Context: an optimization exercise on an open-source flow, tuned for small area. The choices shown serve that exercise and are no tape-out recipe. The RTL was checked by simulation tests, not by an equivalence proof against the original design. Power figures rest on the tool's default switching activity, not on a simulated workload.

==> design/flow/design.v <==
module brew_rx (
    input  wire       clk,
    input  wire       rst,
    input  wire       step,         
    input  wire [7:0] b,            
    input  wire [1:0] kind,         
    output wire       match,        
    output wire       shift         
);
    localparam [1:0] SEEK = 2'd0, LEN = 2'd1, CMD = 2'd2, DATA = 2'd3;
    reg [1:0] st;
    reg [7:0] d;        
    reg [7:0] acc;      
    reg [1:0] cls;      
    wire is_last = st[1] && (d == 8'd3);
    wire [7:0] ax = acc ^ b;
    assign match = step && is_last && (ax == 8'h00) && (cls == kind);
    assign shift = step && !is_last;
    always @(posedge clk) begin
        if (rst) begin
            st <= SEEK;
        end else if (step) begin
            acc <= (st == SEEK) ? b : ax;
            case (st)
                SEEK: if (b == 8'hAA) st <= LEN;
                LEN: begin
                    d  <= b;
                    st <= (b[7:2] == 6'd0) ? SEEK : CMD;
                end
                CMD: begin
                    d   <= d - 8'd1;
                    cls <= (b == 8'h4D) ? 2'd0 :
                           (b == 8'h46 && d == 8'd6) ? 2'd1 :
                           (b == 8'h54) ? 2'd2 : 2'd3;
                    st  <= DATA;
                end
                default: begin
                    d <= d - 8'd1;
                    if (is_last) st <= SEEK;
                end
            endcase
        end
    end
endmodule
module brew_seq (
    input  wire [2:0] idx,
    input  wire       motor,
    input  wire       test,
    input  wire       open,         
    input  wire [3:0] mult,
    output reg  [7:0] data,
    output wire       last
);
    assign last = motor ? (idx == 3'd6) : (idx == 3'd3);
    always @(*) begin
        case (idx)
            3'd0: data = 8'hAA;
            3'd1: data = motor ? 8'h07 : 8'h04;
            3'd2: data = motor ? 8'h4D : test ? 8'h54 : 8'h46;
            3'd3: data = motor ? (open ? 8'h46 : 8'h42) : test ? 8'hFA : 8'hE8;
            3'd4: data = 8'hC8;
            3'd5: data = {4'd0, mult};
            default: data = (open ? 8'h6E : 8'h6A) ^ {4'd0, mult};
        endcase
    end
endmodule
module brew_add #(parameter integer W = 8) (
    input  wire [W-1:0] a,
    input  wire [W-1:0] b,
    input  wire         cin,
    output wire [W-1:0] s,
    output wire         cout
);
    wire [W:0] c;
    assign c[0] = cin;
    genvar i;
    generate
        for (i = 0; i < W; i = i + 1) begin : g
            assign s[i]   = a[i] ^ b[i] ^ c[i];
            assign c[i+1] = (a[i] & b[i]) | (c[i] & (a[i] ^ b[i]));
        end
    endgenerate
    assign cout = c[W];
endmodule
module brew_lt #(parameter integer W = 8) (
    input  wire [W-1:0] a,
    input  wire [W-1:0] b,
    input  wire         cin,
    output wire         lt
);
    wire [W:0] c;      
    assign c[0] = cin;
    genvar i;
    generate
        for (i = 0; i < W; i = i + 1) begin : g
            assign c[i+1] = (~a[i] & b[i]) | (~(a[i] ^ b[i]) & c[i]);
        end
    endgenerate
    assign lt = c[W];
endmodule
module brew_core (
    input  wire        clk,
    input  wire        rst,
    output wire        rx_poll,
    input  wire        rx_valid,
    input  wire [7:0]  rx_data,
    input  wire        rx_err,
    output wire        tx_valid,
    output wire [7:0]  tx_data,
    output wire        tx_last,
    input  wire        tx_ready,
    input  wire        tx_err,
    input  wire [31:0] time_now,
    input  wire        h_sel,
    input  wire        h_we,
    input  wire [2:0]  h_idx,
    input  wire [15:0] h_wdata,
    output reg  [31:0] h_rdata,
    output wire        st_idle,
    output wire        st_running
);
    localparam [2:0] RS_IDLE = 3'd0, RS_RUN = 3'd1, RS_FOPEN = 3'd3, RS_FCLOSE = 3'd4, RS_TEST = 3'd5;
    localparam [2:0] PH_TOP = 3'd0, PH_FLOW = 3'd1, PH_DIV = 3'd2, PH_MOTOR = 3'd3, PH_SLEEP = 3'd4;
    localparam [1:0] S_FREE = 2'd0, S_WRITE = 2'd1, S_WAIT = 2'd2, S_DONE = 2'd3;
    localparam [1:0] R_OK = 2'b00, R_NORESP = 2'b10, R_TERR = 2'b11;    
    reg [2:0]  rs;
    reg [2:0]  ph;
    reg [1:0]  ss;               
    reg [1:0]  sres;             
    reg [5:0]  cnt;              
    reg [3:0]  pos;
    reg [15:0] target_flow;
    reg        stop_flag, flow_valid, link_ok, test_done, dir_open;
    reg [1:0]  last_res;
    reg [31:0] last_sample_time;
    reg [25:0] flow_out;
    reg [27:0] dq;               
    reg [27:0] rr;               
    reg [27:0] ee;               
    reg        e_nq;             
    reg        e_zero;
    wire host_wr = h_sel && h_we;
    wire wr_tgt  = host_wr && (h_idx == 3'd0);
    wire wr_cmd  = host_wr && (h_idx == 3'd1);
    wire [2:0] op = h_wdata[2:0];
    wire is_idle = (rs == RS_IDLE);
    wire is_run  = (rs == RS_RUN);
    wire is_test = (rs == RS_TEST);
    wire is_fo   = (rs == RS_FOPEN);
    wire is_os   = is_fo || (rs == RS_FCLOSE);
    wire [15:0] tgt_eff  = wr_tgt ? h_wdata : target_flow;
    wire        stop_req = wr_cmd && (op == 3'd2) && is_run;
    wire        stop_eff = stop_flag || stop_req;
    wire [15:0] status = {5'd0, 1'b0, last_res, 1'b0, flow_valid, test_done, link_ok, stop_flag, rs};
    reg [10:0] pos_steps;
    always @(*) begin
        case (pos)
            4'd0:    pos_steps = 11'd0;
            4'd1:    pos_steps = 11'd200;
            4'd2:    pos_steps = 11'd400;
            4'd3:    pos_steps = 11'd600;
            4'd4:    pos_steps = 11'd800;
            4'd5:    pos_steps = 11'd1000;
            4'd6:    pos_steps = 11'd1200;
            4'd7:    pos_steps = 11'd1400;
            4'd8:    pos_steps = 11'd1600;
            4'd9:    pos_steps = 11'd1800;
            default: pos_steps = 11'd2000;
        endcase
    end
    always @(*) begin
        case (h_idx)
            3'd0:    h_rdata = {16'd0, target_flow};
            3'd2:    h_rdata = {16'd0, status};
            3'd3:    h_rdata = {21'd0, pos_steps};
            3'd4:    h_rdata = flow_valid ? {6'd0, flow_out} : 32'd0;
            default: h_rdata = 32'd0;
        endcase
    end
    assign st_idle    = is_idle;
    assign st_running = is_run;
    wire seq_done = (ss == S_DONE);
    wire k_flow   = (ph == PH_FLOW);
    wire k_motor  = !is_test && !k_flow;
    wire [1:0] kind = is_test ? 2'd2 : k_flow ? 2'd1 : 2'd0;
    wire [3:0] mult  = is_run ? 4'd1 : is_fo ? (4'd10 - pos) : pos;
    wire       mopen = is_run ? dir_open : is_fo;
    brew_seq u_enc (
        .idx(cnt[2:0]), .motor(k_motor), .test(is_test), .open(mopen), .mult(mult),
        .data(tx_data), .last(tx_last)
    );
    assign tx_valid = (ss == S_WRITE);
    assign rx_poll = (ss == S_WAIT) && !cnt[5];
    wire rx_step = rx_poll && !rx_err && rx_valid;
    wire match, rx_shift;
    brew_rx u_rx (
        .clk(clk), .rst(rst), .step(rx_step), .b(rx_data), .kind(kind),
        .match(match), .shift(rx_shift)
    );
    wire [31:0] ne;
    wire        ne_c;
    brew_add #(32) u_e (.a(last_sample_time), .b(~time_now), .cin(1'b1), .s(ne), .cout(ne_c));
    wire        ne_lo_nz = (ne[27:0] != 28'd0);
    wire        e_is0  = !ne_lo_nz && (ne[31:28] == 4'd0);
    wire        e_small = (ne[31:2] == 30'h3FFFFFFF) && (ne[1:0] != 2'd0);    
    wire        e_is1  = e_small && (ne[1:0] == 2'd3);
    wire [1:0]  e_lo   = {ne[1] ^ ne[0], ne[0]};                            
    wire [15:0] pulses = ee[15:0];
    wire [17:0] p3;
    wire [22:0] m125;
    wire        p3_c, m125_c;
    brew_add #(17) u_p3 (.a({1'b0, pulses}), .b({pulses, 1'b0}), .cin(1'b0), .s(p3[16:0]), .cout(p3_c));
    assign p3[17] = p3_c;
    brew_add #(23) u_m125 (.a({pulses, 7'd0}), .b(~{5'd0, p3}), .cin(1'b1), .s(m125), .cout(m125_c));
    wire        q27    = e_is1 && m125[22];
    wire        r1     = m125[22] && !e_is1;
    wire [1:0]  s2     = {r1, m125[21]};
    wire        q26    = e_small && (s2 >= e_lo);
    wire [1:0]  r2     = q26 ? (s2 - e_lo) : s2;
    wire [27:0] dv_sh  = {rr[26:0], dq[27]};
    wire [27:0] dv_sub;
    wire        dv_nb;
    brew_add #(28) u_dv (.a(dv_sh), .b(ee), .cin(1'b0), .s(dv_sub), .cout(dv_nb));
    wire        dv_ge  = dv_nb && !e_nq;
    wire        rem_nz = (rr != 28'd0);
    wire [18:0] qb;              
    wire        qb_c;            
    brew_add #(19) u_qb (.a(dq[18:0]), .b(~{3'b0, tgt_eff}), .cin(1'b1), .s(qb), .cout(qb_c));
    wire        q_hi_nz = (dq[27:19] != 9'd0);
    wire        q_ge_t  = qb_c || q_hi_nz;                               
    wire        b_hi_nz = q_hi_nz && (qb_c || (dq[27:20] != 8'd0));     
    wire        lt2, gt8;
    brew_lt #(16) u_lt2 (.a(qb[16:1]), .b(tgt_eff), .cin(1'b0), .lt(lt2));
    brew_lt #(17) u_gt8 (.a({1'b0, tgt_eff}), .b(qb[18:2]), .cin((qb[1:0] != 2'd0) || rem_nz), .lt(gt8));
    wire        below  = !q_ge_t || (!b_hi_nz && (qb[18:17] == 2'd0) && lt2);
    wire        above  = !e_zero && q_ge_t && (b_hi_nz || gt8);
    wire        can_open  = (pos != 4'd10);
    wire        can_close = (pos != 4'd0);
    wire        mv     = below ? can_open : (above && can_close);
    wire        div_end   = (ph == PH_DIV) && (cnt == 6'd26);
    wire        need_move = is_fo ? can_open : can_close;
    wire beg = (is_idle && wr_cmd && op == 3'd5) ||
               (is_run && ph == PH_TOP && !stop_eff) ||
               (is_run && div_end && mv) ||
               (is_os && ph == PH_TOP && need_move);
    wire cnt_clr  = beg || (ss == S_WRITE && tx_ready && tx_last) || seq_done || (is_run && div_end);
    wire cnt_hold = (ss == S_WRITE) && !tx_ready;
    always @(posedge clk) begin
        if (cnt_clr)
            cnt <= 6'd0;
        else if (!cnt_hold)
            cnt <= cnt + 6'd1;
    end
    always @(posedge clk) begin
        if (rst) begin
            ss <= S_FREE;
        end else begin
            case (ss)
                S_FREE: if (beg) ss <= S_WRITE;
                S_WRITE: begin
                    if (tx_err) begin
                        sres <= R_TERR;
                        ss   <= S_DONE;
                    end else if (tx_ready && tx_last) begin
                        ss <= S_WAIT;
                    end
                end
                S_WAIT: begin
                    if (cnt[5]) begin
                        sres <= R_NORESP;
                        ss   <= S_DONE;
                    end else if (rx_err) begin
                        sres <= R_TERR;
                        ss   <= S_DONE;
                    end else if (match) begin
                        sres <= R_OK;
                        ss   <= S_DONE;
                    end
                end
                default: ss <= S_FREE;
            endcase
        end
    end
    wire c0 = is_run && (ph == PH_FLOW) && seq_done && (sres == R_OK);
    always @(posedge clk) begin
        rr <= c0 ? {26'd0, r2} : (dv_ge ? dv_sub : dv_sh);
        dq <= c0 ? {m125[20:0], 5'd0, q27, q26} : {dq[26:0], dv_ge};
        if (c0) begin
            last_sample_time <= time_now;
            ee       <= ne[27:0];
            e_nq     <= !(ne_lo_nz && (ne[31:28] == 4'hF));
            e_zero   <= e_is0;
        end else if (rx_shift) begin
            ee[15:0] <= {rx_data, ee[15:8]};
        end
        if (is_idle && wr_cmd && op == 3'd1)
            last_sample_time <= time_now;
        if (is_run && div_end) begin
            flow_out <= dq[27:2];
            dir_open <= below;
        end
    end
    always @(posedge clk) begin
        if (rst) begin
            pos         <= 4'd0;
            target_flow <= 16'd0;
            rs          <= RS_IDLE;
            ph          <= PH_TOP;
            stop_flag   <= 1'b0;
            flow_valid  <= 1'b0;
            link_ok     <= 1'b0;
            test_done   <= 1'b0;
            last_res    <= R_OK;
        end else begin
            if (wr_tgt)
                target_flow <= h_wdata;
            if (stop_req)
                stop_flag <= 1'b1;
            case (rs)
                RS_IDLE: begin
                    if (wr_cmd) begin
                        case (op)
                            3'd1: if (target_flow != 16'd0) rs <= RS_RUN;
                            3'd3: rs <= RS_FOPEN;
                            3'd4: rs <= RS_FCLOSE;
                            3'd5: begin
                                rs        <= RS_TEST;
                                test_done <= 1'b0;
                            end
                            default: ;
                        endcase
                    end
                end
                RS_RUN: begin
                    case (ph)
                        PH_TOP: begin
                            if (stop_eff) begin
                                stop_flag <= 1'b0;
                                rs        <= RS_IDLE;
                            end else begin
                                ph <= PH_FLOW;
                            end
                        end
                        PH_FLOW: begin
                            if (seq_done) begin
                                last_res <= sres;
                                ph       <= (sres == R_OK) ? PH_DIV : PH_SLEEP;
                            end
                        end
                        PH_DIV: begin
                            if (div_end) begin
                                flow_valid <= 1'b1;
                                ph         <= mv ? PH_MOTOR : PH_SLEEP;
                            end
                        end
                        PH_MOTOR: begin
                            if (seq_done) begin
                                last_res <= sres;
                                if (sres == R_OK)
                                    pos <= dir_open ? pos + 4'd1 : pos - 4'd1;
                                ph <= PH_SLEEP;
                            end
                        end
                        default: begin
                            if (cnt[3:0] == 4'd15)
                                ph <= PH_TOP;
                        end
                    endcase
                end
                RS_FOPEN, RS_FCLOSE: begin
                    if (ph == PH_TOP && need_move) begin
                        ph <= PH_MOTOR;
                    end else if (ph == PH_MOTOR) begin
                        if (seq_done) begin
                            last_res <= sres;
                            ph       <= PH_SLEEP;
                        end
                    end else begin
                        pos <= is_fo ? 4'd10 : 4'd0;
                        rs  <= RS_IDLE;
                        ph  <= PH_TOP;
                    end
                end
                RS_TEST: begin
                    if (seq_done) begin
                        link_ok   <= (sres == R_OK);
                        test_done <= 1'b1;
                        last_res  <= sres;
                        rs        <= RS_IDLE;
                    end
                end
                default: ;
            endcase
        end
    end
endmodule
==> design/flow/flow/run.sh <==
#!/bin/bash
# The standard layout (standard.sh) with three changes:
#  - synthesis uses an area-oriented ABC script (flow/abc_small.script);
#    everything else in synthesis is synth_recipe.tcl unchanged,
#  - each port gets the smallest buffer (buf_1),
#  - the clock tree uses small clock buffers and no dummy loads.
# Each tool's output is in standard.log and in the ORFS logs under orfs/logs.
set -e
F=$PWD/flow
sed "s#SYNTH_SCRIPT=[^ ]*#SYNTH_SCRIPT=$F/my_synth.tcl#" standard.sh > my_standard.sh
export BUFFER_PORTS_ARGS="-buffer_cell sky130_fd_sc_hd__buf_1"
export CTS_ARGS="-sink_clustering_enable -repair_clock_nets -dont_use_dummy_load -buf_list {sky130_fd_sc_hd__clkbuf_4 sky130_fd_sc_hd__clkbuf_8} -root_buf sky130_fd_sc_hd__clkbuf_8 -sink_clustering_size 16 -sink_clustering_max_diameter 80"
bash my_standard.sh > standard.log 2>&1
==> design/flow/flow/abc_small.script <==
strash
dch
amap
==> design/flow/flow/my_synth.tcl <==
# The standard synthesis (synth_recipe.tcl), with an area-oriented ABC script
set ::my_flow_dir [file dirname [file normalize [info script]]]
proc abc {args} {
  set i [lsearch -exact $args -script]
  if { $i >= 0 } {
    lset args [expr { $i + 1 }] [file join $::my_flow_dir abc_small.script]
  }
  yosys abc {*}$args
}
source [file join [file dirname $::my_flow_dir] synth_recipe.tcl]
==> design/flow/standard.sh <==
#!/bin/bash
# synth_recipe.tcl (not shown) runs the flow's synth.tcl, then flattens the netlist and writes it again
# the make line also repeats each setting of config.mk as NAME=value (left out here)
make -C /OpenROAD-flow-scripts/flow DESIGN_CONFIG=/design/flow/config.mk WORK_HOME=/design/flow/orfs CLKGATE_MAP_FILE= SYNTH_SCRIPT=/design/flow/synth_recipe.tcl "${@:-finish}"
==> design/flow/config.mk <==
export PLATFORM = sky130hd
export DESIGN_NAME = brew_core
export DESIGN_NICKNAME = brew_core
export VERILOG_FILES = /design/flow/design.v
export SDC_FILE = /design/flow/constraint.sdc
export NUM_CORES = 4
export LEC_CHECK = 0
export CAP_MARGIN = 40
export CELL_PAD_IN_SITES_DETAIL_PLACEMENT = 1
export CELL_PAD_IN_SITES_GLOBAL_PLACEMENT = 2
export CORE_MARGIN = 2
export CORE_UTILIZATION = 50
export PLACE_DENSITY = 0.6
export SLEW_MARGIN = 40
export SYNTH_MEMORY_MAX_BITS = 4096
==> design/flow/constraint.sdc <==
create_clock -name core_clock -period 20.0 [get_ports {clk}]
set_input_delay 4.0000 -clock core_clock [delete_from_list [all_inputs] [get_ports {clk}]]
set_output_delay 4.0000 -clock core_clock [all_outputs]
set_load 0.01 [all_outputs]
==> results of run 1 <==
-- Yosys cell counts, types with 8 or more instances --
| library cell | count | area, um2 |
|---|---|---|
| clkinv_1 | 197 | 739 |
| nor2_1 | 144 | 541 |
| edfxtp_1 | 109 | 3270 |
| dfxtp_1 | 106 | 2120 |
| fa_1 | 99 | 1980 |
| ha_1 | 80 | 1000 |
| nand2_1 | 68 | 255 |
| o21ai_0 | 54 | 270 |
| o22ai_1 | 40 | 250 |
| nor2b_1 | 36 | 225 |
| a21oi_1 | 29 | 145 |
| a22oi_1 | 29 | 218 |
| nor3_1 | 27 | 135 |
| a22o_1 | 24 | 210 |
| nor4_1 | 17 | 106 |
| nand3_1 | 15 | 75.1 |
| nand4_1 | 14 | 87.6 |
| o21a_1 | 8 | 60.1 |
-- worst max-delay path: cells and delay by family --
family | cells | cell delay, ns
adder cells (fa/ha/maj) | 32 | 13.09
AO/OA/AOI/OAI | 4 | 0.73
AND/OR/NAND/NOR | 5 | 0.66
buffers and inverters | 6 | 0.62
XOR/XNOR | 1 | 0.16
-- registers in the layout, indices dropped and copies added, names as in the netlist, 3 cells and up --
name / count
u_rx.d: 8
last_sample_time: 32
ee: 28
dq: 28
pos: 4
ph: 3
target_flow: 16
cnt: 6
u_rx.acc: 8
rr: 28
pos_steps: 8
flow_out: 26
rs: 3
-- cell type report --
cell class | count | area, um2 | share of cell area [%]
clock buffers | 17 | 234 | 1.71
inverters | 197 | 739 | 5.41
multi-input cells | 782 | 6400 | 46.8
flip-flops and latches | 215 | 5400 | 39.5
well taps | 324 | 405 | 2.97
repair buffers | 117 | 500 | 3.66
-- stage by stage --
step / power, mW / hold WS (ns)
6_report: 1.39 / 0.463
5_1_grt: 1.51 / 0.481
4_1_cts: 1.40 / 0.463
3_5_place_dp: 1.18 / 0.438
3_3_place_gp: 1.14 / 0.424
2_1_floorplan: 0.998 / 0.416
-- final timing paths --
check | end | from | slack [ns]
setup / recovery | rr[0] | time_now[0] | 1.23
hold / removal | dq[19] | dq[18] | 0.46
setup reg to reg | rr[0] | last_sample_time[0] | 4.38
hold reg to reg | dq[19] | dq[18] | 0.46
-- per-layer routing --
metal | routed length [um] | part of all wire, %
met5 | 0 | 0
met4 | 806 | 2.5
met3 | 1030 | 3.2
met2 | 15800 | 49
met1 | 14400 | 45
-- power groups by stage --
| stage | combinational, mW | clock, mW | sequential [mW] |
|---|---|---|---|
| 6_report | 0.578 | 0.218 | 0.594 |
| 5_1_grt | 0.667 | 0.236 | 0.605 |
| 4_1_cts | 0.583 | 0.223 | 0.594 |
| 3_5_place_dp | 0.580 | 0 | 0.604 |
| 3_3_place_gp | 0.543 | 0 | 0.602 |
| 2_1_floorplan | 0.414 | 0 | 0.584 |
-- kinds of logic (layout without fill, tap and decap cells) --
family | after synthesis | in the layout | share of synthesized area (%)
buffers and inverters | 205 | 331 | 6.33
flip-flops | 215 | 215 | 43.1
adder cells (fa/ha/maj) | 179 | 179 | 23.8
other | 1 | 6 | 0.0300
AND/OR/NAND/NOR | 342 | 342 | 12.6
XOR/XNOR | 1 | 1 | 0.0700
AO/OA/AOI/OAI | 254 | 254 | 14.0
==> results.json, run 1 <==
{
  "setup_slack_ns": 1.23,
  "die_x_um": 162,
  "yosysUniqueCellTypes": 55,
  "worstMarginPinSlew_ns": 0.788,
  "n_fill_cell": 2768,
  "cp_slowest_cell": "fa_1",
  "clock_path_buffers": 3,
  "max_stage_delay_ns": 0.48,
  "wire_per_inst_um": 19.4,
  "antenna_found_initial": 0,
  "hpwl_um": 25300,
  "startpoint_type": "primary input",
  "cap_violations": 0,
  "seq_area_frac_synth_pct": 43.1,
  "ys.flop_type": "edfxtp_1",
  "cts_num_sinks": 215,
  "fin_crit_sh_pct": 93.9,
  "finClkSkew_ns": 0.0487,
  "powerDensity_nw_per_um2": 102,
  "grt-busiest-layer": "met2",
  "crit_fanout": 4,
  "detail_route.iter0.violations": 520,
  "cp_common_cell": "fa_1",
  "p_int_uw": 839,
  "fmax_mhz": 53.3,
  "hold_depth": 2,
  "most-common-layout-cells": "197 x clkinv_1, 144 x nor2_1, 109 x edfxtp_1",
  "finalCriticalPeriod_ns": 18.77,
  "rsz0062_at_grt": "false",
  "io_pins": 112,
  "cts.hold.buffers_added": 0,
  "critical_path_arrival_ns": 19.26,
  "layout.nets": 1576,
  "dr_total_vias": 9269,
  "switching_power_uw": 551,
  "synth-seq-cells": 215,
  "path_class": "in2reg",
  "cts_tree": "built",
  "cp.required_ns": 20.49,
  "port_buffers": 105,
  "p_comb_share_pct": 41.6,
  "die_area_um2": 26300,
  "seqPwrFrac_pct": 42.7,
  "final_util_pct": 55.9,
  "drive_gt1_share_pct": 2.79,
  "place_ws_ns": 0.600,
  "mappedNetlistArea_um2": 12500,
  "fin_tns_setup_ns": 0,
  "std_cell_rows": 57,
  "coreArea_um2": 24500,
  "clk_pin_slew_ns": 0.10,
  "min_path_type": "reg2reg",
  "place_inst": 1634,
  "pwr-share-clk_pct": 15.7,
  "use_met3_pct": 2.60,
  "layout_commonest_cell": "clkinv_1",
  "die_h_um": 162,
  "fin_area_um2": 13700,
  "initial_core_util_pct": 51.1,
  "drt-total-wl_um": 32100,
  "cts_resized": 0,
  "root_buffer": "clkbuf_8",
  "drtPass1Iterations": 9,
  "grt_usage_pct": 25.1,
  "area_delta_synth_final_pct": 9.27,
  "grt_pass1_wl_um": 52300,
  "peakVddDrop_uv": 55.1,
  "htreeDepth": 1,
  "clock_latency_ns": 0.53,
  "postSynthCellCount": 1197,
  "syn_avg_cell_area_um2": 10.5,
  "n_antenna_cell": 0,
  "critical_path.endpoint_type": "flip-flop",
  "met2_usage_pct": 44.4,
  "synth_edf_count": 109,
  "postCtsSetupRepairBufs": 0,
  "dpl_cell_area_um2": 13400,
  "detail-route-antenna-nets": 0,
  "final_cells": 1652,
  "reg2reg_depth": 48,
  "postSynth.asyncResetShare_pct": 0,
  "switching_share_pct": 39.6,
  "via_per_inst": 5.61,
  "first_global_vias": 9839,
  "grt_max_degree": 92,
  "synth_warnings": 3,
  "outcome": "finished clean",
  "use_met1_pct": 33.2,
  "drcViolationCount": 0,
  "report.final.slew_viol_count": 0,
  "leakagePower_nw": 4.90,
  "tritoncts.num_buffers": 17,
  "grt.overflow.total": 0,
  "gp_congestion": 0.827,
  "max-slew-margin-rel_pct": 47.3,
  "setup_viol_count_final": 0,
  "hold_viol_final": 0
}
==> inputs of run 2 (changes only) <==
--- a/design/flow/flow/run.sh
+++ b/design/flow/flow/run.sh
@@ -9,5 +9,5 @@
 F=$PWD/flow
 sed "s#SYNTH_SCRIPT=[^ ]*#SYNTH_SCRIPT=$F/my_synth.tcl#" standard.sh > my_standard.sh
 export BUFFER_PORTS_ARGS="-buffer_cell sky130_fd_sc_hd__buf_1"
-export CTS_ARGS="-sink_clustering_enable -repair_clock_nets -dont_use_dummy_load -buf_list {sky130_fd_sc_hd__clkbuf_4 sky130_fd_sc_hd__clkbuf_8} -root_buf sky130_fd_sc_hd__clkbuf_8 -sink_clustering_size 16 -sink_clustering_max_diameter 80"
+export CTS_ARGS="-sink_clustering_enable -repair_clock_nets -dont_use_dummy_load -buf_list {sky130_fd_sc_hd__clkbuf_4} -root_buf sky130_fd_sc_hd__clkbuf_4 -sink_clustering_size 10 -sink_clustering_max_diameter 80"
 bash my_standard.sh > standard.log 2>&1
==> run 2 against run 1 <==
  * Still clean
  * Sequential cell count stayed put
  * Count of clock-buffer cells in the layout is 8 higher
  * Combinational power hardly changed
  * Sequential share of layout area is 0.13 points higher
  * Largest cell class unchanged
==> results.json, run 2 <==
{
  "gp_congestion": 0.827,
  "max_stage_delay_ns": 0.48,
  "layout_commonest_cell": "clkinv_1",
  "io_pins": 112,
  "switching_share_pct": 40.4,
  "cts.hold.buffers_added": 0,
  "synth.most_common_cell": "clkinv_1",
  "r2r_start": "last_sample_time[0]",
  "startpoint_type": "primary input",
  "fin_tns_setup_ns": 0,
  "max-slew-margin-rel_pct": 47.9,
  "postCtsSetupRepairBufs": 0,
  "synth.area.top_cells": "edfxtp_1 26%, dfxtp_1 17%, fa_1 16%",
  "cp_slowest_cell": "fa_1",
  "cp_top_family": "adder cells",
  "drt-total-wl_um": 32400,
  "seqPwrFrac_pct": 43.2,
  "startpoint": "time_now[0]",
  "p_comb_share_pct": 42.2,
  "die_h_um": 162,
  "port_buffers": 105,
  "cp.depth": 48,
  "setup_viol_count_final": 0,
  "top_register": "last_sample_time",
  "cts_tree": "built",
  "postSynth.asyncResetShare_pct": 0,
  "initial_core_util_pct": 51.1,
  "pwr-share-clk_pct": 14.7,
  "finalCriticalPeriod_ns": 18.62,
  "min_path_type": "reg2reg",
  "crit_fanout": 4,
  "drive_gt1_share_pct": 3.37,
  "critical_path_arrival_ns": 19.25,
  "std_cell_rows": 57,
  "mappedNetlistArea_um2": 12500,
  "hpwl_um": 25300,
  "cap_violations": 0,
  "grt_usage_pct": 25.2,
  "critical_path.endpoint_type": "flip-flop",
  "seq_area_frac_synth_pct": 43.1,
  "dr_total_vias": 9340,
  "r2r_slack_ns": 4.37,
  "hold_viol_final": 0,
  "antenna_found_initial": 1,
  "grt_pass1_wl_um": 52600,
  "clock_latency_ns": 0.68,
  "drtPass1Iterations": 7,
  "die_area_um2": 26300,
  "rsz0062_at_grt": "false",
  "endpoint": "rr[0]",
  "leakagePower_nw": 4.89,
  "area_delta_synth_final_pct": 8.92,
  "fmax_mhz": 53.7,
  "detail-route-antenna-nets": 0,
  "n_fill_cell": 2774,
  "p_int_uw": 820,
  "power_mw": 1.38,
  "reg2reg_depth": 48,
  "yosysUniqueCellTypes": 55,
  "drcViolationCount": 0,
  "most-common-layout-cells": "197 x clkinv_1, 144 x nor2_1, 109 x edfxtp_1",
  "cts_resized": 0,
  "yosys.area.top_type": "edfxtp_1",
  "report.final.slew_viol_count": 0,
  "synth_commonest_cells": "197 x clkinv_1, 144 x nor2_1, 109 x edfxtp_1, 106 x dfxtp_1, 99 x fa_1",
  "finClkSkew_ns": 0.0532,
  "wire_per_inst_um": 19.5,
  "cp.required_ns": 20.63,
  "synth-seq-cells": 215,
  "layout.nets": 1584,
  "synth_edf_count": 109,
  "ys.flop_type": "edfxtp_1",
  "coreArea_um2": 24500,
  "grt.overflow.total": 0,
  "powerDensity_nw_per_um2": 101,
  "detail_route.iter0.violations": 583,
  "first_global_vias": 9939,
  "critPathBufInv": 6,
  "clock_path_buffers": 3,
  "largest_reg_flops": 32,
  "die_x_um": 162,
  "clk_pin_slew_ns": 0.11,
  "r2r-end": "rr[0]",
  "postSynthCellCount": 1197,
  "grt_max_degree": 92,
  "fin_crit_sh_pct": 93.1,
  "worstMarginPinSlew_ns": 0.774,
  "cp_common_cell": "fa_1",
  "via_per_inst": 5.62,
  "switching_power_uw": 555,
  "root_buffer": "clkbuf_4",
  "peakVddDrop_uv": 54.7,
  "tritoncts.num_buffers": 25,
  "path_class": "in2reg",
  "cts_num_sinks": 215,
  "outcome": "finished clean",
  "netlist.area_leader.share_pct": 26.2,
  "syn_avg_cell_area_um2": 10.5,
  "htreeDepth": 1,
  "synth_warnings": 3
}
## run 2: logic make-up (layout without fill, tap and decap cells)
| kind of cell | Yosys count | count (layout) | synth area share [%] |
|---|---|---|---|
| xor gates and xnor gates | 1 | 1 | 0.0700 |
| adders and majority gates | 179 | 179 | 23.8 |
| buffers and inverters | 205 | 339 | 6.33 |
| and+or+nand+nor | 342 | 342 | 12.6 |
| other | 1 | 7 | 0.0300 |
| AOI/OAI and AO/OA | 254 | 254 | 14.0 |
| DFF | 215 | 215 | 43.1 |
## run 2: worst min-delay path by stage
stage / from / to / slack [ns] / cells after the start
2_1_floorplan: dq[15] / flow_out[13] / 0.42 / 0
3_3_place_gp: dq[18] / flow_out[16] / 0.42 / 0
3_5_place_dp: dq[18] / flow_out[16] / 0.44 / 0
4_1_cts: dq[18] / flow_out[16] / 0.47 / 0
5_1_grt: dq[15] / flow_out[13] / 0.48 / 0
6_report: dq[18] / flow_out[16] / 0.46 / 0
## run 2: area by class of cell
type                       count  area [um2]  share of cell area (%)
antenna                        1        2.50                  0.0184
tap                          324         405                    2.97
multi-input combinational    782        6400                    46.9
clock buffer                  25         188                    1.38
timing repair buffer         117         500                    3.67
sequential                   215        5400                    39.6
inverter                     197         739                    5.43
## run 2: through the flow
| step | setup slack (ns) | hold slack (ns) | cells | utilization, % | cell area [um2] |
|---|---|---|---|---|---|
| after floorplan | 1.49 | 0.416 | 1202 | - | 12500 |
| after global placement | 0.857 | 0.424 | 1631 | 54.6 | 13400 |
| after detailed placement | 0.600 | 0.438 | 1634 | 54.9 | 13400 |
| after CTS | 1.31 | 0.467 | 1659 | 55.6 | 13600 |
| after global routing | 0.541 | 0.483 | 1661 | 55.7 | 13600 |
| final | 1.38 | 0.464 | 1661 | 55.7 | 13600 |
## run 2: power groups by stage
stage | registers, mW | logic [mW] | clock network (mW)
finish | 0.594 | 0.580 | 0.202
global placement | 0.602 | 0.543 | 0
CTS | 0.594 | 0.583 | 0.208
global route | 0.605 | 0.668 | 0.222
detailed placement | 0.604 | 0.580 | 0
floorplan | 0.584 | 0.414 | 0
## run 2: metal layers
layer | GRT usage (%) | vias up | share of wire (%)
li1 | - | 4489 | -
met3 | 2.99 | 43 | 3.6
met1 | 33.3 | 4621 | 45
met5 | 0 | - | 0
met4 | 5.51 | 0 | 2.1
met2 | 44.8 | 187 | 49
==> inputs of run 3 (changes only) <==
==> design/flow/flow/run.sh (replaced) <==
#!/bin/bash
# The standard layout (standard.sh) with these changes:
#  - synthesis: an area-oriented ABC script (flow/abc_small.script) and no
#    full/half-adder cell extraction (ADDER_MAP_FILE empty); everything else
#    is synth_recipe.tcl unchanged, so the registers are the standard ones,
#  - each port gets the smallest buffer (buf_1),
#  - the clock tree uses small clock buffers and no dummy loads.
# Each tool's output is in standard.log and in the ORFS logs under orfs/logs.
set -e
F=$PWD/flow
sed "s#SYNTH_SCRIPT=[^ ]*#SYNTH_SCRIPT=$F/my_synth.tcl ADDER_MAP_FILE=#" standard.sh > my_standard.sh
export BUFFER_PORTS_ARGS="-buffer_cell sky130_fd_sc_hd__buf_1"
export CTS_ARGS="-sink_clustering_enable -repair_clock_nets -dont_use_dummy_load -buf_list {sky130_fd_sc_hd__clkbuf_4} -root_buf sky130_fd_sc_hd__clkbuf_4 -sink_clustering_size 9 -sink_clustering_max_diameter 80"
bash my_standard.sh > standard.log 2>&1
==> design/flow/flow/abc_small.script (replaced) <==
strash
dch -f
amap
==> run 3 against run 2 <==
  * The flow now stops in global placement (3_3_place_gp)
  * Synthesized cell count is 25% higher
  * Synthesized area is 5.9% lower
==> results.json, run 3 <==
{
  "lastStage": "global placement (3_3_place_gp)",
  "yosys.area.top_type": "edfxtp_1",
  "synth_edf_count": 109,
  "yosysUniqueCellTypes": 48,
  "initial_core_util_pct": 50.6,
  "seq_area_frac_synth_pct": 45.8,
  "syn_avg_cell_area_um2": 7.88,
  "std_cell_rows": 56,
  "synth_commonest_cells": "225 x nor2_1, 215 x o21ai_0, 192 x clkinv_1, 176 x a21oi_1, 134 x nand2_1",
  "synth.area.top_cells": "edfxtp_1 28%, dfxtp_1 18%, o21ai_0 9.1%",
  "stop_error": "[ERROR GPL-0301] Utilization 102.592 % exceeds 100%.",
  "synth.most_common_cell": "nor2_1",
  "io_pins": 112,
  "outcome": "stopped before the end",
  "port_buffers": 105,
  "synth_warnings": 3,
  "die_h_um": 157,
  "mappedNetlistArea_um2": 11800,
  "synth-seq-cells": 215,
  "postSynthCellCount": 1495,
  "netlist.area_leader.share_pct": 27.8,
  "ys.flop_type": "edfxtp_1",
  "die_x_um": 157,
  "postSynth.asyncResetShare_pct": 0
}
-- run 3: kinds of logic after synthesis --
kind of cell / after synthesis / synth area share [%]
other: 1 / 0.0318
XOR/XNOR: 1 / 0.0744
AND/OR/NAND/NOR: 478 / 17.4
flip-flops: 215 / 45.8
AO/OA/AOI/OAI: 602 / 30.1
buffers and inverters: 198 / 6.50
==> inputs of run 4 (changes only) <==
--- a/design/flow/config.mk
+++ b/design/flow/config.mk
@@ -9,7 +9,7 @@
 export CELL_PAD_IN_SITES_DETAIL_PLACEMENT = 1
 export CELL_PAD_IN_SITES_GLOBAL_PLACEMENT = 2
 export CORE_MARGIN = 2
-export CORE_UTILIZATION = 50
+export CORE_UTILIZATION = 40
 export PLACE_DENSITY = 0.6
 export SLEW_MARGIN = 40
 export SYNTH_MEMORY_MAX_BITS = 4096
==> run 4 against run 3 <==
  * The run now finishes clean
  * Synthesized area did not move
  * Synthesized cell count stayed put
==> results.json, run 4 <==
{
  "outcome": "finished clean",
  "leakagePower_nw": 4.32,
  "max_stage_delay_ns": 0.23,
  "multiInputGateArea_um2": 5690,
  "setup_slack_ns": 8.09,
  "std_cell_rows": 62,
  "startpoint_type": "primary input",
  "cp.required_ns": 20.61,
  "r2r_slack_ns": 11.13,
  "report.final.slew_viol_count": 0,
  "synthSimpleGateAreaFrac_pct": 17.4,
  "largest_reg_flops": 32,
  "cts.hold.buffers_added": 0,
  "initial_core_util_pct": 40.8,
  "drive_gt1_share_pct": 3.05,
  "max-slew-margin-rel_pct": 46.1,
  "tritoncts.num_buffers": 27,
  "reg2reg_depth": 75,
  "postSynth.asyncResetShare_pct": 0,
  "fin_worst_hold_slack_ns": 0.467,
  "cp_top_family": "simple AND/OR/NAND/NOR gates",
  "cp_slowest_cell": "nor3_1",
  "startpoint": "time_now[1]",
  "grt.overflow.total": 0,
  "coreArea_um2": 28900,
  "htreeDepth": 1,
  "dr_total_vias": 11364,
  "seq_area_frac_synth_pct": 45.8,
  "cts_num_sinks": 215,
  "most-common-layout-cells": "221 x nor2_1, 213 x o21ai_0, 191 x clkinv_1",
  "via_per_inst": 5.62,
  "layout_commonest_cell": "nor2_1",
  "finClkSkew_ns": 0.0447,
  "first_global_vias": 11051,
  "synth_commonest_cells": "225 x nor2_1, 215 x o21ai_0, 192 x clkinv_1, 176 x a21oi_1, 134 x nand2_1",
  "fin_area_um2": 13000,
  "endpoint": "rr[0]",
  "wire_per_inst_um": 17.2,
  "root_buffer": "clkbuf_4",
  "finalCriticalPeriod_ns": 11.91,
  "clock_latency_ns": 0.71,
  "top_register": "last_sample_time",
  "min_path_type": "reg2reg",
  "critical_path_arrival_ns": 12.51,
  "postSynthCellCount": 1495,
  "netlist.area_leader.share_pct": 27.8,
  "r2r-end": "rr[0]",
  "clk_pin_slew_ns": 0.12,
  "detail-route-antenna-nets": 0,
  "r2r_start": "last_sample_time[1]",
  "grt_usage_pct": 22.3,
  "layout.nets": 1707,
  "cts_resized": 0,
  "ys.flop_type": "edfxtp_1",
  "gp_congestion": 0.830,
  "syn_avg_cell_area_um2": 7.88,
  "grt_max_degree": 67,
  "drt-total-wl_um": 34700,
  "synth_mux_area_share_pct": 0,
  "synth-seq-cells": 215,
  "area_delta_synth_final_pct": 10.4,
  "critical_path.endpoint_type": "flip-flop",
  "synth_edf_count": 109,
  "hpwl_um": 26600,
  "mappedNetlistArea_um2": 11800,
  "synth-adder-area-share_pct": 0,
  "setup_viol_count_final": 0,
  "die_x_um": 176,
  "die_h_um": 176,
  "fmax_mhz": 84.0,
  "powerDensity_nw_per_um2": 98.2,
  "cp.depth": 75,
  "worstMarginPinSlew_ns": 0.807,
  "n_fill_cell": 3652,
  "io_pins": 112,
  "synth.area.top_cells": "edfxtp_1 28%, dfxtp_1 18%, o21ai_0 9.1%",
  "fin_crit_sh_pct": 59.5,
  "dpl_cell_area_um2": 12800,
  "postCtsSetupRepairBufs": 0,
  "rsz0062_at_grt": "false",
  "yosys.area.top_type": "edfxtp_1",
  "fin_tns_setup_ns": 0,
  "detail_route.iter0.violations": 563,
  "drcViolationCount": 0,
  "die_area_um2": 30800,
  "synth_top_family_by_area": "compound AO/OA/AOI/OAI gates",
  "place_ws_ns": 7.22,
  "synth_warnings": 3,
  "synth_xor_area_share_pct": 0.0744,
  "critPathBufInv": 1,
  "crit_fanout": 4,
  "antenna_found_initial": 1,
  "cap_violations": 0,
  "synth.most_common_cell": "nor2_1",
  "synth_compound_area_share_pct": 30.1,
  "path_class": "in2reg",
  "yosysUniqueCellTypes": 48,
  "peakVddDrop_uv": 39.7,
  "clock_path_buffers": 3,
  "cts_tree": "built",
  "seq_area_um2": 5400,
  "drtPass1Iterations": 5,
  "hold_viol_final": 0,
  "grt_pass1_wl_um": 55900,
  "final_util_pct": 45.1,
  "port_buffers": 105
}
-- run 4: routing by layer --
metal	track usage, %	routed length [um]	part of all wire [%]	vias to the layer above
met5	0	0	0	-
met4	4.79	707	2.0	0
met3	2.68	1140	3.3	45
met2	39.8	16800	49	182
met1	29.0	16000	46	5377
li1	-	-	-	5760
-- run 4: final cells by class --
| cell class | count | share of cell area, % |
|---|---|---|
| timing repair buffer | 117 | 3.93 |
| antenna | 1 | 0.0192 |
| tap | 384 | 3.69 |
| inverter | 192 | 5.54 |
| clock buffer | 27 | 1.56 |
| sequential | 215 | 41.5 |
| multi-input combinational | 1087 | 43.8 |
-- run 4: worst reg2reg max path, delay by kind of cell (launching register included) --
family / cells / cell delay, ns
flops: 1 / 0.38
compound gates: 35 / 4.15
buf+inv: 1 / 0.08
simple gates: 39 / 4.20
-- run 4: worst min path at each step --
stage | start | to | slack (ns) | cells past startpoint
floorplan | dq[17] | flow_out[15] | 0.42 | 0
global route | dq[17] | flow_out[15] | 0.48 | 0
detailed placement | dq[17] | flow_out[15] | 0.43 | 0
global placement | dq[19] | flow_out[17] | 0.42 | 0
CTS | dq[17] | flow_out[15] | 0.46 | 0
finish | dq[1] | dq[2] | 0.47 | 2
-- run 4: kinds of logic (layout without fill, tap and decap cells) --
logic type                Yosys count  count (layout)
buffers and inverters             198             336
AOI/OAI and AO/OA                 602             602
other                               1               7
and+or+nand+nor                   478             478
xor gates and xnor gates            1               1
DFF                               215             215
-- run 4: power by group --
group	switching, mW	leakage (nW)	internal, mW	total (mW)
logic	0.302	2.34	0.163	0.465
registers	0.0680	1.86	0.535	0.603
clock network	0.148	0.124	0.0617	0.210
-- run 4: stage by stage --
| stage | std cells | power [mW] |
|---|---|---|
| floorplan | 1500 | 0.938 |
| global placement | 1992 | 1.06 |
| detailed placement | 1994 | 1.08 |
| CTS | 2021 | 1.29 |
| global route | 2023 | 1.39 |
| finish | 2023 | 1.28 |
==> inputs of run 5 (changes only) <==
--- a/design/flow/design.v
+++ b/design/flow/design.v
@@ -152,22 +152,12 @@
     wire        stop_req = wr_cmd && (op == 3'd2) && is_run;
     wire        stop_eff = stop_flag || stop_req;
     wire [15:0] status = {5'd0, 1'b0, last_res, 1'b0, flow_valid, test_done, link_ok, stop_flag, rs};
-    reg [10:0] pos_steps;
-    always @(*) begin
-        case (pos)
-            4'd0:    pos_steps = 11'd0;
-            4'd1:    pos_steps = 11'd200;
-            4'd2:    pos_steps = 11'd400;
-            4'd3:    pos_steps = 11'd600;
-            4'd4:    pos_steps = 11'd800;
-            4'd5:    pos_steps = 11'd1000;
-            4'd6:    pos_steps = 11'd1200;
-            4'd7:    pos_steps = 11'd1400;
-            4'd8:    pos_steps = 11'd1600;
-            4'd9:    pos_steps = 11'd1800;
-            default: pos_steps = 11'd2000;
-        endcase
-    end
+    wire [7:0] pos25 = (pos == 4'd1) ? 8'd25  : (pos == 4'd2) ? 8'd50  :
+                       (pos == 4'd3) ? 8'd75  : (pos == 4'd4) ? 8'd100 :
+                       (pos == 4'd5) ? 8'd125 : (pos == 4'd6) ? 8'd150 :
+                       (pos == 4'd7) ? 8'd175 : (pos == 4'd8) ? 8'd200 :
+                       (pos == 4'd9) ? 8'd225 : (pos == 4'd10) ? 8'd250 : 8'd0;
+    wire [10:0] pos_steps = {pos25, 3'b000};
     always @(*) begin
         case (h_idx)
             3'd0:    h_rdata = {16'd0, target_flow};
==> design/flow/flow/abc_small.script (replaced) <==
strash
dc2
dch
amap
==> run 5 against run 4 <==
  * Clock skew is 0.00097 ns lower
  * Maximum frequency is 4.6% higher
  * Non-clock buffer count is 4 lower
  * Still clean
  * Critical path type unchanged
  * Largest power group unchanged
==> results.json, run 5 <==
{
  "ys.flop_type": "edfxtp_1",
  "netlist.area_leader.share_pct": 28.1,
  "path_class": "in2reg",
  "die_area_um2": 30500,
  "gp_congestion": 0.889,
  "grt_usage_pct": 22.7,
  "final_cells": 1991,
  "fin_tns_setup_ns": 0,
  "seq_area_um2": 5240,
  "root_buffer": "clkbuf_4",
  "finalCriticalPeriod_ns": 11.39,
  "hpwl_um": 26300,
  "wire_per_inst_um": 17.3,
  "layout_commonest_cell": "o21ai_0",
  "cp.required_ns": 20.58,
  "fin_crit_sh_pct": 56.9,
  "postSynthCellCount": 1468,
  "grt.overflow.total": 0,
  "powerDensity_nw_per_um2": 103,
  "leakagePower_nw": 4.17,
  "place_ws_ns": 7.76,
  "mappedNetlistArea_um2": 11600,
  "power_mw": 1.32,
  "multiInputGateArea_um2": 5580,
  "seq_area_frac_synth_pct": 45.0,
  "antenna_found_initial": 3,
  "most-common-layout-cells": "229 x o21ai_0, 218 x clkinv_1, 162 x nor2_1",
  "place_inst": 1964,
  "first_global_vias": 11028,
  "cp_slowest_cell": "a2111o_1",
  "reg2reg_depth": 69,
  "worstMarginPinSlew_ns": 0.787,
  "n_fill_cell": 3633,
  "max_stage_delay_ns": 0.41,
  "largest_reg_flops": 32,
  "postSynth.asyncResetShare_pct": 0,
  "setup_viol_count_final": 0,
  "grt_max_degree": 59,
  "dr_total_vias": 11138,
  "fmax_mhz": 87.8,
  "p_int_uw": 766,
  "r2r_slack_ns": 11.63,
  "synth_warnings": 3,
  "critical_path_arrival_ns": 11.97,
  "die_h_um": 175,
  "finClkSkew_ns": 0.0437,
  "cap_violations": 0,
  "cts.hold.buffers_added": 0,
  "detail-route-antenna-nets": 0,
  "initial_core_util_pct": 40.5,
  "hold_depth": 0,
  "die_x_um": 175,
  "via_per_inst": 5.59,
  "drtPass1Iterations": 6,
  "setup_slack_ns": 8.61,
  "syn_avg_cell_area_um2": 7.92,
  "postCtsSetupRepairBufs": 0,
  "min_path_type": "reg2reg",
  "synth.most_common_cell": "o21ai_0",
  "switching_power_uw": 554,
  "seqPwrFrac_pct": 44.3,
  "pwr-share-clk_pct": 15.3,
  "port_buffers": 105,
  "clk_pin_slew_ns": 0.12,
  "io_pins": 112,
  "outcome": "finished clean",
  "top_register": "last_sample_time",
  "report.final.slew_viol_count": 0,
  "rsz0062_at_grt": "false",
  "switching_share_pct": 42.0,
  "cts_resized": 0,
  "area_delta_synth_final_pct": 9.82,
  "crit_fanout": 4,
  "detail_route.iter0.violations": 515,
  "clock_latency_ns": 0.69,
  "critical_path.endpoint_type": "flip-flop",
  "drcViolationCount": 0,
  "cts_tree": "built",
  "cts_num_sinks": 207,
  "synth_commonest_cells": "231 x o21ai_0, 219 x clkinv_1, 165 x nor2_1, 161 x nand2_1, 109 x edfxtp_1",
  "tritoncts.num_buffers": 26,
  "startpoint_type": "primary input",
  "synth.area.top_cells": "edfxtp_1 28%, dfxtp_1 17%, o21ai_0 9.9%",
  "std_cell_rows": 62,
  "drt-total-wl_um": 34500,
  "drive_gt1_share_pct": 2.68,
  "yosys.area.top_type": "edfxtp_1",
  "synth_edf_count": 109,
  "max-slew-margin-rel_pct": 47.3,
  "clock_path_buffers": 3,
  "p_comb_share_pct": 40.4,
  "yosysUniqueCellTypes": 48,
  "synth-seq-cells": 207,
  "layout.nets": 1675,
  "coreArea_um2": 28700,
  "hold_viol_final": 0,
  "peakVddDrop_uv": 44.6,
  "cp_common_cell": "o21ai_0",
  "htreeDepth": 1,
  "grt_pass1_wl_um": 56500
}
-- run 5: cell types whose count changed in the layout (fill, tap and decap cells not counted), sizes merged, moves of 7 or more --
cell and delta:
a22o -9, nor2 -60, o21a +21, o21ai +16, a22oi +20, nand2 +27
dfxtp -8, a21oi -70, clkinv +27, or4 +11, a21o -7, o22a +9
nor4 -7
-- run 5: power by group through the flow --
stage / Combinational, mW / Clock (mW) / Sequential [mW]
4_1_cts: 0.534 / 0.214 / 0.584
3_5_place_dp: 0.530 / 0 / 0.594
2_1_floorplan: 0.400 / 0 / 0.572
5_1_grt: 0.620 / 0.226 / 0.594
3_3_place_gp: 0.517 / 0 / 0.593
6_report: 0.533 / 0.203 / 0.584
-- run 5: logic make-up (layout without fill, tap and decap cells) --
kind of cell           count (synthesis)  count (layout)  share of synthesized area (%)
and+or+nand+nor                      454             454                           17.0
AOI/OAI and AO/OA                    581             581                           30.5
DFF                                  207             207                           45.0
buffers and inverters                225             358                           7.45
other                                  1               7                         0.0322
-- run 5: final cells by class --
type / count / share of cell area (%)
Timing Repair Buffer: 113 / 3.56
Multi-Input combinational cell: 1041 / 43.7
Inverter: 219 / 6.44
Sequential cell: 207 / 41.0
Clock buffer: 26 / 1.53
Tap cell: 384 / 3.76
Antenna cell: 1 / 0.0196
-- run 5: stage by stage --
| stage | instance area (um2) | util, % | hold slack [ns] |
|---|---|---|---|
| after floorplan | 11600 | - | 0.416 |
| after global placement | 12600 | 43.8 | 0.426 |
| after detailed placement | 12600 | 43.8 | 0.424 |
| after CTS | 12800 | 44.5 | 0.446 |
| after global routing | 12800 | 44.5 | 0.474 |
| final | 12800 | 44.5 | 0.451 |
-- run 5: worst paths after layout --
check,from,to
worst min register to register,dq[18],flow_out[16]
worst max register to register,last_sample_time[1],rr[0]
worst min-delay path,dq[18],flow_out[16]
worst max-delay path,time_now[1],rr[0]
-- run 5: critical path: cells and delay by family --
| kind | cells | cell delay [ns] |
|---|---|---|
| compound gates | 35 | 4.62 |
| buf+inv | 1 | 0.12 |
| simple gates | 33 | 3.23 |
-- run 5: per-layer routing --
layer	track usage, %	vias up	share of wire, %
met5	0	-	0.038
met4	6.67	2	2.8
met1	30.5	5225	47
li1	-	5675	-
met2	38.2	185	46
met3	3.11	51	3.4
==> inputs of run 6 (changes only) <==
--- a/design/flow/design.v
+++ b/design/flow/design.v
@@ -120,12 +120,11 @@
     output wire        st_running
 );
     localparam [2:0] RS_IDLE = 3'd0, RS_RUN = 3'd1, RS_FOPEN = 3'd3, RS_FCLOSE = 3'd4, RS_TEST = 3'd5;
-    localparam [2:0] PH_TOP = 3'd0, PH_FLOW = 3'd1, PH_DIV = 3'd2, PH_MOTOR = 3'd3, PH_SLEEP = 3'd4;
-    localparam [1:0] S_FREE = 2'd0, S_WRITE = 2'd1, S_WAIT = 2'd2, S_DONE = 2'd3;
+    localparam [2:0] T_TOP = 3'd0, T_WRITE = 3'd1, T_WAIT = 3'd2, T_DONE = 3'd3, T_DIV = 3'd4, T_SLEEP = 3'd5;
     localparam [1:0] R_OK = 2'b00, R_NORESP = 2'b10, R_TERR = 2'b11;    
     reg [2:0]  rs;
-    reg [2:0]  ph;
-    reg [1:0]  ss;               
+    reg [2:0]  st;
+    reg        fl;               
     reg [1:0]  sres;             
     reg [5:0]  cnt;              
     reg [3:0]  pos;
@@ -169,18 +168,17 @@
     end
     assign st_idle    = is_idle;
     assign st_running = is_run;
-    wire seq_done = (ss == S_DONE);
-    wire k_flow   = (ph == PH_FLOW);
-    wire k_motor  = !is_test && !k_flow;
-    wire [1:0] kind = is_test ? 2'd2 : k_flow ? 2'd1 : 2'd0;
+    wire seq_done = (st == T_DONE);
+    wire k_motor  = !is_test && !fl;
+    wire [1:0] kind = is_test ? 2'd2 : fl ? 2'd1 : 2'd0;
     wire [3:0] mult  = is_run ? 4'd1 : is_fo ? (4'd10 - pos) : pos;
     wire       mopen = is_run ? dir_open : is_fo;
     brew_seq u_enc (
         .idx(cnt[2:0]), .motor(k_motor), .test(is_test), .open(mopen), .mult(mult),
         .data(tx_data), .last(tx_last)
     );
-    assign tx_valid = (ss == S_WRITE);
-    assign rx_poll = (ss == S_WAIT) && !cnt[5];
+    assign tx_valid = (st == T_WRITE);
+    assign rx_poll = (st == T_WAIT) && !cnt[5];
     wire rx_step = rx_poll && !rx_err && rx_valid;
     wire match, rx_shift;
     brew_rx u_rx (
@@ -227,14 +225,15 @@
     wire        can_open  = (pos != 4'd10);
     wire        can_close = (pos != 4'd0);
     wire        mv     = below ? can_open : (above && can_close);
-    wire        div_end   = (ph == PH_DIV) && (cnt == 6'd26);
+    wire        div_end   = (st == T_DIV) && (cnt == 6'd26);
     wire        need_move = is_fo ? can_open : can_close;
+    wire at_top = (st == T_TOP);
     wire beg = (is_idle && wr_cmd && op == 3'd5) ||
-               (is_run && ph == PH_TOP && !stop_eff) ||
-               (is_run && div_end && mv) ||
-               (is_os && ph == PH_TOP && need_move);
-    wire cnt_clr  = beg || (ss == S_WRITE && tx_ready && tx_last) || seq_done || (is_run && div_end);
-    wire cnt_hold = (ss == S_WRITE) && !tx_ready;
+               (is_run && at_top && !stop_eff) ||
+               (div_end && mv) ||
+               (is_os && at_top && need_move);
+    wire cnt_clr  = beg || (st == T_WRITE && tx_ready && tx_last) || seq_done || div_end;
+    wire cnt_hold = (st == T_WRITE) && !tx_ready;
     always @(posedge clk) begin
         if (cnt_clr)
             cnt <= 6'd0;
@@ -242,60 +241,40 @@
             cnt <= cnt + 6'd1;
     end
     always @(posedge clk) begin
-        if (rst) begin
-            ss <= S_FREE;
-        end else begin
-            case (ss)
-                S_FREE: if (beg) ss <= S_WRITE;
-                S_WRITE: begin
-                    if (tx_err) begin
-                        sres <= R_TERR;
-                        ss   <= S_DONE;
-                    end else if (tx_ready && tx_last) begin
-                        ss <= S_WAIT;
-                    end
-                end
-                S_WAIT: begin
-                    if (cnt[5]) begin
-                        sres <= R_NORESP;
-                        ss   <= S_DONE;
-                    end else if (rx_err) begin
-                        sres <= R_TERR;
-                        ss   <= S_DONE;
-                    end else if (match) begin
-                        sres <= R_OK;
-                        ss   <= S_DONE;
-                    end
-                end
-                default: ss <= S_FREE;
-            endcase
+        if (st == T_WRITE) begin
+            if (tx_err) sres <= R_TERR;
+        end else if (st == T_WAIT) begin
+            if (cnt[5])       sres <= R_NORESP;
+            else if (rx_err)  sres <= R_TERR;
+            else if (match)   sres <= R_OK;
         end
     end
-    wire c0 = is_run && (ph == PH_FLOW) && seq_done && (sres == R_OK);
+    wire c0 = seq_done && fl && (sres == R_OK);
     always @(posedge clk) begin
         rr <= c0 ? {26'd0, r2} : (dv_ge ? dv_sub : dv_sh);
         dq <= c0 ? {m125[20:0], 5'd0, q27, q26} : {dq[26:0], dv_ge};
-        if (c0) begin
-            last_sample_time <= time_now;
-            ee       <= ne[27:0];
-            e_nq     <= !(ne_lo_nz && (ne[31:28] == 4'hF));
-            e_zero   <= e_is0;
-        end else if (rx_shift) begin
-            ee[15:0] <= {rx_data, ee[15:8]};
+        if (st != T_DIV) begin
+            ee[27:16] <= ne[27:16];
+            e_nq      <= !(ne_lo_nz && (ne[31:28] == 4'hF));
+            e_zero    <= e_is0;
         end
-        if (is_idle && wr_cmd && op == 3'd1)
+        if (c0)
+            ee[15:0] <= ne[15:0];
+        else if (rx_shift)
+            ee[15:0] <= {rx_data, ee[15:8]};
+        if (c0 || !is_run)
             last_sample_time <= time_now;
-        if (is_run && div_end) begin
+        if (div_end)
             flow_out <= dq[27:2];
+        if (st == T_DIV)
             dir_open <= below;
-        end
     end
     always @(posedge clk) begin
         if (rst) begin
             pos         <= 4'd0;
             target_flow <= 16'd0;
             rs          <= RS_IDLE;
-            ph          <= PH_TOP;
+            st          <= T_TOP;
             stop_flag   <= 1'b0;
             flow_valid  <= 1'b0;
             link_ok     <= 1'b0;
@@ -306,80 +285,83 @@
                 target_flow <= h_wdata;
             if (stop_req)
                 stop_flag <= 1'b1;
-            case (rs)
-                RS_IDLE: begin
-                    if (wr_cmd) begin
-                        case (op)
-                            3'd1: if (target_flow != 16'd0) rs <= RS_RUN;
-                            3'd3: rs <= RS_FOPEN;
-                            3'd4: rs <= RS_FCLOSE;
-                            3'd5: begin
-                                rs        <= RS_TEST;
-                                test_done <= 1'b0;
-                            end
-                            default: ;
-                        endcase
-                    end
-                end
-                RS_RUN: begin
-                    case (ph)
-                        PH_TOP: begin
-                            if (stop_eff) begin
-                                stop_flag <= 1'b0;
-                                rs        <= RS_IDLE;
-                            end else begin
-                                ph <= PH_FLOW;
-                            end
-                        end
-                        PH_FLOW: begin
-                            if (seq_done) begin
-                                last_res <= sres;
-                                ph       <= (sres == R_OK) ? PH_DIV : PH_SLEEP;
-                            end
-                        end
-                        PH_DIV: begin
-                            if (div_end) begin
-                                flow_valid <= 1'b1;
-                                ph         <= mv ? PH_MOTOR : PH_SLEEP;
-                            end
+            case (st)
+                T_TOP: begin
+                    if (is_idle) begin
+                        if (wr_cmd) begin
+                            case (op)
+                                3'd1: if (target_flow != 16'd0) rs <= RS_RUN;
+                                3'd3: rs <= RS_FOPEN;
+                                3'd4: rs <= RS_FCLOSE;
+                                3'd5: begin
+                                    rs        <= RS_TEST;
+                                    test_done <= 1'b0;
+                                    st        <= T_WRITE;
+                                    fl        <= 1'b0;
+                                end
+                                default: ;
+                            endcase
+                        end
+                    end else if (is_run) begin
+                        if (stop_eff) begin
+                            stop_flag <= 1'b0;
+                            rs        <= RS_IDLE;
+                        end else begin
+                            st <= T_WRITE;
+                            fl <= 1'b1;
+                        end
+                    end else begin                                   
+                        if (need_move) begin
+                            st <= T_WRITE;
+                            fl <= 1'b0;
+                        end else begin
+                            pos <= is_fo ? 4'd10 : 4'd0;
+                            rs  <= RS_IDLE;
                         end
-                        PH_MOTOR: begin
-                            if (seq_done) begin
-                                last_res <= sres;
-                                if (sres == R_OK)
-                                    pos <= dir_open ? pos + 4'd1 : pos - 4'd1;
-                                ph <= PH_SLEEP;
-                            end
-                        end
-                        default: begin
-                            if (cnt[3:0] == 4'd15)
-                                ph <= PH_TOP;
-                        end
-                    endcase
-                end
-                RS_FOPEN, RS_FCLOSE: begin
-                    if (ph == PH_TOP && need_move) begin
-                        ph <= PH_MOTOR;
-                    end else if (ph == PH_MOTOR) begin
-                        if (seq_done) begin
-                            last_res <= sres;
-                            ph       <= PH_SLEEP;
-                        end
-                    end else begin
-                        pos <= is_fo ? 4'd10 : 4'd0;
-                        rs  <= RS_IDLE;
-                        ph  <= PH_TOP;
                     end
                 end
-                RS_TEST: begin
-                    if (seq_done) begin
+                T_WRITE: begin
+                    if (tx_err)
+                        st <= T_DONE;
+                    else if (tx_ready && tx_last)
+                        st <= T_WAIT;
+                end
+                T_WAIT: begin
+                    if (cnt[5] || rx_err || match)
+                        st <= T_DONE;
+                end
+                T_DONE: begin
+                    last_res <= sres;
+                    if (is_test) begin
                         link_ok   <= (sres == R_OK);
                         test_done <= 1'b1;
-                        last_res  <= sres;
                         rs        <= RS_IDLE;
+                        st        <= T_TOP;
+                    end else if (fl) begin
+                        st <= (sres == R_OK) ? T_DIV : T_SLEEP;
+                    end else begin
+                        if (is_run && sres == R_OK)
+                            pos <= dir_open ? pos + 4'd1 : pos - 4'd1;
+                        st <= T_SLEEP;
+                    end
+                end
+                T_DIV: begin
+                    if (div_end) begin
+                        flow_valid <= 1'b1;
+                        st         <= mv ? T_WRITE : T_SLEEP;
+                        fl         <= 1'b0;
+                    end
+                end
+                default: begin                                       
+                    if (is_run) begin
+                        if (cnt[3:0] == 4'd15)
+                            st <= T_TOP;
+                    end else begin
+                        pos <= is_fo ? 4'd10 : 4'd0;
+                        rs  <= RS_IDLE;
+                        st  <= T_TOP;
                     end
                 end
-                default: ;
             endcase
         end
     end
--- a/design/flow/flow/run.sh
+++ b/design/flow/flow/run.sh
@@ -10,5 +10,5 @@
 F=$PWD/flow
 sed "s#SYNTH_SCRIPT=[^ ]*#SYNTH_SCRIPT=$F/my_synth.tcl ADDER_MAP_FILE=#" standard.sh > my_standard.sh
 export BUFFER_PORTS_ARGS="-buffer_cell sky130_fd_sc_hd__buf_1"
-export CTS_ARGS="-sink_clustering_enable -repair_clock_nets -dont_use_dummy_load -buf_list {sky130_fd_sc_hd__clkbuf_4} -root_buf sky130_fd_sc_hd__clkbuf_4 -sink_clustering_size 9 -sink_clustering_max_diameter 80"
+export CTS_ARGS="-sink_clustering_enable -repair_clock_nets -dont_use_dummy_load -buf_list {sky130_fd_sc_hd__clkbuf_4} -root_buf sky130_fd_sc_hd__clkbuf_4 -sink_clustering_size 8 -sink_clustering_max_diameter 80"
 bash my_standard.sh > standard.log 2>&1
==> design/flow/flow/abc_small.script (replaced) <==
strash
dch -f
amap
==> run 6 against run 5 <==
  * Combinational power increased by 19%
  * Setup slack got worse by 0.55 ns
  * Global-route usage increased by 0.081 points
  * Clock power increased by 3%
  * Sequential cell count decreased by 1
  * Critical path depth increased by 4
  * Core utilization about the same
  * Synthesized cell count increased by 1.2%
  * Largest cell class unchanged
  * Wire length increased by 1.3%
  * Worst hold slack improved by 0.012 ns
  * Via count increased by 1.6%
  * Final cell count increased by 1.2%
==> results.json, run 6 <==
{
  "clock_latency_ns": 0.71,
  "yosysUniqueCellTypes": 47,
  "power_mw": 1.45,
  "cts.hold.buffers_added": 0,
  "synth_commonest_cells": "239 x nor2_1, 221 x o21ai_0, 185 x clkinv_1, 162 x a21oi_1, 140 x nand2_1",
  "min_from": "dq[22]",
  "r2r_slack_ns": 11.06,
  "seq_area_frac_synth_pct": 45.2,
  "detail-route-antenna-nets": 0,
  "synth_warnings": 3,
  "syn_avg_cell_area_um2": 7.77,
  "via_per_inst": 5.61,
  "drive_gt1_share_pct": 2.76,
  "std_cell_rows": 62,
  "cp.required_ns": 20.56,
  "cap_violations": 0,
  "yosys.area.top_type": "edfxtp_1",
  "root_buffer": "clkbuf_4",
  "grt_pass1_wl_um": 56700,
  "fin_crit_sh_pct": 59.7,
  "outcome": "finished clean",
  "htreeDepth": 1,
  "cts_tree": "built",
  "postSynthCellCount": 1486,
  "netlist.area_leader.share_pct": 28.6,
  "synth.area.top_cells": "edfxtp_1 29%, dfxtp_1 17%, o21ai_0 9.6%",
  "synth_edf_count": 110,
  "die_h_um": 174,
  "top_register": "last_sample_time",
  "area_delta_synth_final_pct": 10.1,
  "final_cells": 2015,
  "detail_route.iter0.violations": 536,
  "critPathBufInv": 2,
  "grt_usage_pct": 22.8,
  "critical_path_arrival_ns": 12.50,
  "drt-total-wl_um": 35000,
  "p_comb_share_pct": 43.8,
  "critical_path.endpoint_type": "flip-flop",
  "worstMarginPinSlew_ns": 0.775,
  "antenna_found_initial": 2,
  "hold_viol_final": 0,
  "r2r-end": "rr[0]",
  "clk_pin_slew_ns": 0.09,
  "fmax_mhz": 83.8,
  "min_path_type": "reg2reg",
  "finClkSkew_ns": 0.0649,
  "seqPwrFrac_pct": 41.8,
  "io_pins": 112,
  "clock_path_buffers": 3,
  "max_stage_delay_ns": 0.40,
  "coreArea_um2": 28500,
  "drtPass1Iterations": 5,
  "cp_common_cell": "o21ai_0",
  "finalCriticalPeriod_ns": 11.94,
  "path_class": "in2reg",
  "wire_per_inst_um": 17.4,
  "drcViolationCount": 0,
  "hpwl_um": 26800,
  "postCtsSetupRepairBufs": 0,
  "die_area_um2": 30200,
  "die_x_um": 174,
  "leakagePower_nw": 4.30,
  "layout_commonest_cell": "nor2_1",
  "gp_congestion": 0.840,
  "grt_max_degree": 63,
  "hold_depth": 0,
  "report.final.slew_viol_count": 0,
  "setup_viol_count_final": 0,
  "switching_share_pct": 44.0,
  "port_buffers": 105,
  "synth.most_common_cell": "nor2_1",
  "peakVddDrop_uv": 46.3,
  "r2r_start": "last_sample_time[1]",
  "powerDensity_nw_per_um2": 114,
  "cts_resized": 0,
  "p_int_uw": 814,
  "switching_power_uw": 640,
  "tritoncts.num_buffers": 29,
  "rsz0062_at_grt": "false",
  "startpoint_type": "primary input",
  "synth-seq-cells": 206,
  "grt.overflow.total": 0,
  "min_to": "flow_out[20]",
  "cp.depth": 73,
  "mappedNetlistArea_um2": 11500,
  "crit_fanout": 4,
  "cts_num_sinks": 206,
  "most-common-layout-cells": "236 x nor2_1, 220 x o21ai_0, 185 x clkinv_1",
  "cp_slowest_cell": "a311oi_1",
  "first_global_vias": 11298,
  "pwr-share-clk_pct": 14.4,
  "place_inst": 1984,
  "largest_reg_flops": 32,
  "max-slew-margin-rel_pct": 48.2,
  "postSynth.asyncResetShare_pct": 0,
  "initial_core_util_pct": 40.4,
  "layout.nets": 1698,
  "reg2reg_depth": 73,
  "fin_tns_setup_ns": 0,
  "ys.flop_type": "edfxtp_1",
  "dr_total_vias": 11311,
  "cp_top_family": "compound AO/OA/AOI/OAI gates"
}
run 6: changes by cell type after synthesis, moves of 6 or more:
cell | previous run | this run
nor4_1 | 12 | 23
nor2_1 | 165 | 239
or4_1 | 18 | 7
o21a_1 | 33 | 13
o21ai_0 | 231 | 221
clkinv_1 | 219 | 185
a22oi_1 | 65 | 50
nand2_1 | 161 | 140
o22a_1 | 9 | 2
a21o_1 | 0 | 9
a21oi_1 | 106 | 162
o22ai_1 | 61 | 67
run 6: power groups by stage:
stage,Combinational (mW),Clock [mW],Sequential (mW)
final,0.636,0.210,0.608
after global routing,0.735,0.236,0.620
after CTS,0.642,0.221,0.608
after detailed placement,0.638,0,0.617
after global placement,0.618,0,0.615
after floorplan,0.479,0,0.595
run 6: worst register-to-register path, delay by kind of cell, from the launching register on:
family	cells	cell delay, ns
AO/OA/AOI/OAI	35	4.56
buffers and inverters	2	0.23
flip-flops	1	0.38
AND/OR/NAND/NOR	36	3.61
run 6: how the worst max path moves through the flow:
| stage | startpoint | endpoint | slack [ns] |
|---|---|---|---|
| final | time_now[1] | rr[0] | 8.06 |
| after global routing | time_now[1] | rr[0] | 6.36 |
| after CTS | time_now[1] | rr[0] | 7.97 |
| after detailed placement | time_now[1] | rr[0] | 7.26 |
| after global placement | time_now[1] | rr[0] | 7.89 |
| after floorplan | time_now[1] | rr[0] | 9.33 |
run 6: layer usage:
layer,track usage (%),share of wire [%]
met1,28.6,45
met2,40.7,48
met3,3.06,4.4
met4,6.86,2.6
met5,0,0
run 6: cell families (layout without fill, tap and decap cells):
logic type | count (synthesis) | in the layout | share of synthesized area [%]
AOI/OAI and AO/OA | 593 | 593 | 30.1
and+or+nand+nor | 495 | 495 | 18.3
DFF | 206 | 206 | 45.2
buffers and inverters | 191 | 329 | 6.40
other | 1 | 8 | 0.0325
run 6: cell type report:
type / instances / area [um2]
Sequential cell: 206 / 5230
Tap cell: 384 / 480
Multi-Input combinational cell: 1094 / 5620
Antenna cell: 2 / 5.00
Fill cell: 3692 / 15800
Timing Repair Buffer: 115 / 470
Inverter: 185 / 694
Clock buffer: 29 / 218
run 6: stage by stage:
step	utilization, %	instance area, um2	setup WS (ns)	hold slack (ns)
detailed placement	43.8	12500	7.26	0.439
floorplan	-	11600	9.33	0.416
CTS	44.5	12700	7.97	0.471
finish	44.5	12700	8.06	0.463
global placement	43.7	12500	7.89	0.445
global route	44.5	12700	6.36	0.487

Setup slack of run 6, layout unchanged: 8.063 ns with ideal ports, 8.084 ns with driving cells assumed (clock clkbuf_16, inputs buf_2), 7.365 ns with port delays also shifted by the 0.719 ns mid clock arrival.
